Background: an optimization exercise with open tools, aiming at small area, a short achievable clock period and few clock cycles. Do not read the settings as production practice. Where RTL was checked, it was by simulation tests only, not by an equivalence proof against the original.

## gfrs_enc
module gfrs_enc (
    input  wire        clk,
    input  wire        rst,           
    input  wire        cmd_valid,
    output wire        cmd_ready,
    input  wire [1:0]  cmd_op,        
    input  wire [3:0]  cmd_k,
    input  wire [15:0] cmd_poly,
    input  wire [15:0] cmd_base,
    input  wire [15:0] cmd_n,
    input  wire [7:0]  cmd_t,
    input  wire        in_valid,
    output wire        in_ready,
    input  wire [15:0] in_data,
    output wire        out_valid,
    input  wire        out_ready,
    output wire [11:0] out_data,
    output reg         done,
    output reg  [3:0]  status,
    output reg  [3:0]  einfo,
    output reg         field_valid
);
For scale: roughly 110 I/O pins.
Settings: LEC_CHECK=0, CAP_MARGIN=20, CORE_MARGIN=2, CORE_UTILIZATION=35, SLEW_MARGIN=20; clock period 15.0 ns.
standard.sh (not shown) runs the stock make flow with config.mk's settings and CLKGATE_MAP_FILE= SYNTH_SCRIPT=/design/flow/synth_recipe.tcl, a recipe that flattens the netlist after the stock synthesis.
==> flow/flow/run.sh <==
#!/bin/bash
set -euo pipefail
bash standard.sh SETUP_SLACK_MARGIN=10 cts > make_cts.log 2>&1
bash standard.sh SETUP_SLACK_MARGIN=9.5 finish > make.log 2>&1
Testbench counts at the start, summed over its fixed seeds: cycles 15,522.
Edit:
--- a/flow/design.v
+++ b/flow/design.v
@@ -44,16 +44,17 @@
     localparam S_DATA = 4'd6;
     localparam S_PAR  = 4'd7;
     localparam S_WALK = 4'd8;    
     reg [3:0]  state;
     reg        sidle, sdat, spar;    
     reg [11:0] r7x;          
     reg        p2;           
     reg        chk;          
+    reg        cerr;         
     reg [2:0]  pcur;         
     reg        w2;           
     reg [11:0] root2;        
     reg        owed;         
     reg        glast;        
     reg [12:0] poly;         
     reg [4:0]  ksel;         
     reg [11:0] alpha_b;      
@@ -133,26 +134,27 @@
     wire [4:0]  ebit = {etab[48 + cnt], etab[36 + cnt], etab[24 + cnt],
                         etab[12 + cnt], etab[cnt]};
     wire [3:0]  klast = ksel[0] ? 4'd3 : ksel[1] ? 4'd5 : ksel[2] ? 4'd7 :
                         ksel[3] ? 4'd9 : 4'd11;
     wire [11:0] a4 = ksel[0] ? {8'd0, poly[3:0]} : 12'd16;    
     wire in_xfer = in_valid & in_ready;
     wire cw_bad  = (in_data & ~{4'd0, fmask}) != 16'd0;
     assign cmd_ready = sidle;
-    assign in_ready  = (sdat && owed && (p2 || !vld || !big)) || glast;
+    assign in_ready  = ((sdat && owed && (p2 || !vld || !big)) || glast) && !cerr;
     assign out_valid = spar;
     assign out_data  = r[7];
     wire [11:0] ab_x = {alpha_b[10:0], 1'b0} ^ ((|(alpha_b & kmsb)) ? poly[11:0] : 12'd0);
     wire cmd_ksel_4  = (cmd_k == 4'd4);
     wire [4:0] cmd_ksel = {cmd_k == 4'd12, cmd_k == 4'd10, cmd_k == 4'd8,
                            cmd_k == 4'd6, cmd_k == 4'd4};
     always @(posedge clk) begin
         done  <= 1'b0;
         chk   <= 1'b0;
+        cerr  <= 1'b0;
         r7x   <= 12'd0;
         glast <= 1'b0;
         if (in_xfer) owed <= (kcnt != {8'd0, tcnt} + 12'd1);
         if (rst) begin
             state <= S_IDLE; sidle <= 1'b1; sdat <= 1'b0; spar <= 1'b0;
             field_valid <= 1'b0;
         end else begin
             case (state)
@@ -180,16 +182,18 @@
                         poly  <= cmd_poly[12:0];
                         phi   <= |cmd_poly[15:13];
                         bhi   <= |cmd_base[15:12];
                         ksel  <= cmd_ksel;
                         state <= S_IA; sidle <= 1'b0; sdat <= 1'b0; spar <= 1'b0;
                     end
                     OP_ENC: begin
                         chk   <= 1'b1;
+                        cerr  <= !field_valid || cmd_t == 8'd0 || cmd_n <= {8'd0, cmd_t} ||
+                                 (cmd_n & ~{4'd0, fmask}) != 16'd0 || cmd_t > 8'd8;
                         glast <= (cmd_t == 8'd2) && !big;
                         state <= (cmd_t == 8'd1) ? S_DATA : S_GEN;
                         sidle <= 1'b0; sdat <= (cmd_t == 8'd1); spar <= 1'b0;
                     end
                     default: begin
                         status <= C_ILLEGAL; einfo <= 4'd0;
                         done <= 1'b1;
                     end
@@ -367,14 +371,15 @@
             end
             default: begin state <= S_IDLE; sidle <= 1'b1; sdat <= 1'b0; spar <= 1'b0; end
             endcase
             if (chk && ef != 5'd0) begin
                 status <= ef[4] ? C_NOFIELD : C_ARG;
                 einfo  <= ef[4] ? 4'd0 : ef[3] ? I_ECCOUNT : ef[2] ? I_DATACOUNT :
                           ef[1] ? I_LENGTH : I_TCAP;
                 done   <= 1'b1;
+                glast  <= 1'b0;
                 state <= S_IDLE; sidle <= 1'b1; sdat <= 1'b0; spar <= 1'b0;
                 r7x    <= 12'd0;
             end
         end
     end
 endmodule
Result: Non-clock buffer count rises by 27. Register-to-register slack gets worse by 0.17 ns. Design area grows by 1.1%. Worst setup slack got worse by 0.17 ns. Critical path depth increases by 2. Core utilization climbs by 0.51 points. Fmax drops by 3.1%. Global-route usage went up by 2.3 points. Worst hold slack is about the same. Synthesized cell count increases by 2.9%. Routed wire length rose by 7.5%.
Testbench counts after the change, summed over its fixed seeds: cycles 15,522.

========
Setup of oak:
gfrs_enc, a different RTL version from the one above (not shown whole).
Size: about 3,900 cells after synthesis, ~310 flip-flops, ~110 I/O pins, roughly 33,000 µm² of cells after synthesis.
clock: 15.0 ns
lec_check: 0
cap_margin: 20
core_margin: 2
core_utilization: 35
slew_margin: 20
==> flow/flow/run.sh <==
#!/bin/bash
set -euo pipefail
bash standard.sh SETUP_SLACK_MARGIN=9 finish > make.log 2>&1
> inputs changed (oak -> pine)
--- a/flow/design.v
+++ b/flow/design.v
@@ -48,14 +48,12 @@
     reg        dmode;        
     reg        p2;           
     reg        chk;          
     reg [2:0]  pcur;         
     reg        w2;           
     reg [11:0] root2;        
-    reg        owed;         
-    reg        glast;        
     reg [12:0] poly;         
     reg [4:0]  ksel;         
     reg [11:0] alpha_b;      
     reg [18:0] hh;           
     reg [11:0] xreg;         
     reg        vld;          
@@ -134,24 +132,24 @@
     wire [3:0]  klast = ksel[0] ? 4'd3 : ksel[1] ? 4'd5 : ksel[2] ? 4'd7 :
                         ksel[3] ? 4'd9 : 4'd11;
     wire [11:0] a4 = ksel[0] ? {8'd0, poly[3:0]} : 12'd16;    
     wire in_xfer = in_valid & in_ready;
     wire cw_bad  = (in_data & ~{4'd0, fmask}) != 16'd0;
     assign cmd_ready = (state == S_IDLE);
-    assign in_ready  = ((state == S_DATA) && owed && (p2 || !vld || !big)) || glast;
+    wire   owed      = (kcnt != {8'd0, tcnt});
+    assign in_ready  = ((state == S_DATA) && owed && (p2 || !vld || !big)) ||
+                       ((state == S_GEN) && (cnt == 4'd1) && (!big || (pcur == 3'd7)));
     assign out_valid = (state == S_PAR);
     assign out_data  = r[7];
     wire [11:0] ab_x = {alpha_b[10:0], 1'b0} ^ ((|(alpha_b & kmsb)) ? poly[11:0] : 12'd0);
     wire cmd_ksel_4  = (cmd_k == 4'd4);
     wire [4:0] cmd_ksel = {cmd_k == 4'd12, cmd_k == 4'd10, cmd_k == 4'd8,
                            cmd_k == 4'd6, cmd_k == 4'd4};
     always @(posedge clk) begin
-        done  <= 1'b0;
-        chk   <= 1'b0;
-        glast <= 1'b0;
-        if (in_xfer) owed <= (kcnt != {8'd0, tcnt} + 12'd1);
+        done <= 1'b0;
+        chk  <= 1'b0;
         if (rst) begin
             state       <= S_IDLE;
             dmode       <= 1'b0;
             field_valid <= 1'b0;
         end else begin
             case (state)
@@ -167,13 +165,12 @@
                 w2     <= 1'b0;
                 for (j = 0; j < 8; j = j + 1) begin
                     g[j] <= (j == 7) ? alpha_b : 12'd0;
                     r[j] <= 12'd0;
                 end
                 kcnt   <= cmd_op[0] ? cmd_n[11:0] : cmd_base[11:0];
-                owed   <= (cmd_n[11:0] != {8'd0, cmd_t[3:0]});
                 ef     <= {!field_valid, cmd_t == 8'd0, cmd_n <= {8'd0, cmd_t},
                            (cmd_n & ~{4'd0, fmask}) != 16'd0, cmd_t > 8'd8};
                 if (cmd_valid) begin
                     case (cmd_op)
                     OP_INIT: begin
                         poly  <= cmd_poly[12:0];
@@ -181,13 +178,12 @@
                         bhi   <= |cmd_base[15:12];
                         ksel  <= cmd_ksel;
                         state <= S_IA;
                     end
                     OP_ENC: begin
                         chk   <= 1'b1;
-                        glast <= (cmd_t == 8'd2) && !big;
                         state <= (cmd_t == 8'd1) ? S_DATA : S_GEN;
                         dmode <= (cmd_t == 8'd1);
                     end
                     default: begin
                         status <= C_ILLEGAL; einfo <= 4'd0;
                         done <= 1'b1;
@@ -291,26 +287,24 @@
                 for (j = 0; j < 7; j = j + 1)
                     if (pcur == j) g[j] <= g[j] ^ m[j+1];
                 if (!p2) begin
                     xreg <= v[8];
                     p2   <= 1'b1;
                 end else begin
-                    glast <= (cnt == 4'd1) && (pcur == 3'd6);
                     xreg <= root2;
                     p2   <= 1'b0;
                     pcur <= pcur + 3'd1;
                 end
             end else begin
                 for (j = 0; j < 7; j = j + 1)
                     if (!big) g[j] <= g[j] ^ m[j+1];
                 g[7]  <= g[7] ^ xreg;
                 xreg  <= v[1];
                 root2 <= v[1];
                 pcur  <= 3'd0;
                 cnt   <= cnt - 4'd1;
-                glast <= (cnt == 4'd2) && !big;
                 if (in_xfer) begin
                     xreg <= in_data[11:0];
                     vld  <= 1'b1;
                     kcnt <= kcnt - 12'd1;
                     if (cw_bad) cw_err <= 1'b1;
                 end
==> run summary <==
Lower required time reported for the critical path endpoint goes to pine over oak. Going from oak to pine, the final-layout clock-cell area share was found to have gone down by 0.17 points. Delta(number of antenna violations at the first check in global routing, pine - oak) < 0. Between oak and pine, the final period demand of the worst path is lower for oak. Slack of the critical path in pine vs oak: down 0.027 ns. Area added between synthesis and finish in pine vs oak: down 1.5 points. Global-route usage (lower): pine.
Testbench counts of pine, summed over its fixed seeds: cycles 15,522.
Function not checked in oak: the RTL went through the layout flow alone.

-- static timing again, ports no longer ideal --
Ports are ideal in the flow. The routed layouts listed here were re-timed in OpenROAD. Step 1, drivers: a clkbuf_16 drives clk and a buf_2 each remaining input, both assumed. Step 2 times the ports against the registers' clock, not the clock port: input delays grow and output delays shrink by t, the midpoint of the rising clock arrivals with the driver on. Three values: no drivers, after step 1, after step 2; two values: the first two.
run | t (ns) | setup WS [ns] | worst hold slack (ns) | worst setup path after step 2 | clock arrival spread, ns
the first run of note 1 | 0.670 | 9.770 / 9.770 / 9.380 | 0.492 / 0.492 / 0.492 | input to register | 0.058 / 0.057
the second run of note 1 | 0.677 | 9.602 / 9.602 / 9.356 | 0.495 / 0.495 / 0.495 | input to register | 0.025 / 0.025
oak | 0.672 | 8.929 / 8.929 / 8.929 | 0.450 / 0.450 / 0.450 | register to register | 0.050 / 0.051
pine | 0.661 | 8.901 / 8.838 / 8.943 | 0.518 / 0.518 / 0.518 | input to register | 0.050 / 0.049
After both steps every run listed still meets setup and hold. For the first run of note 1, which loses most, drivers alone change the setup slack by 0.000 ns; drivers and shift together by -0.390 ns.
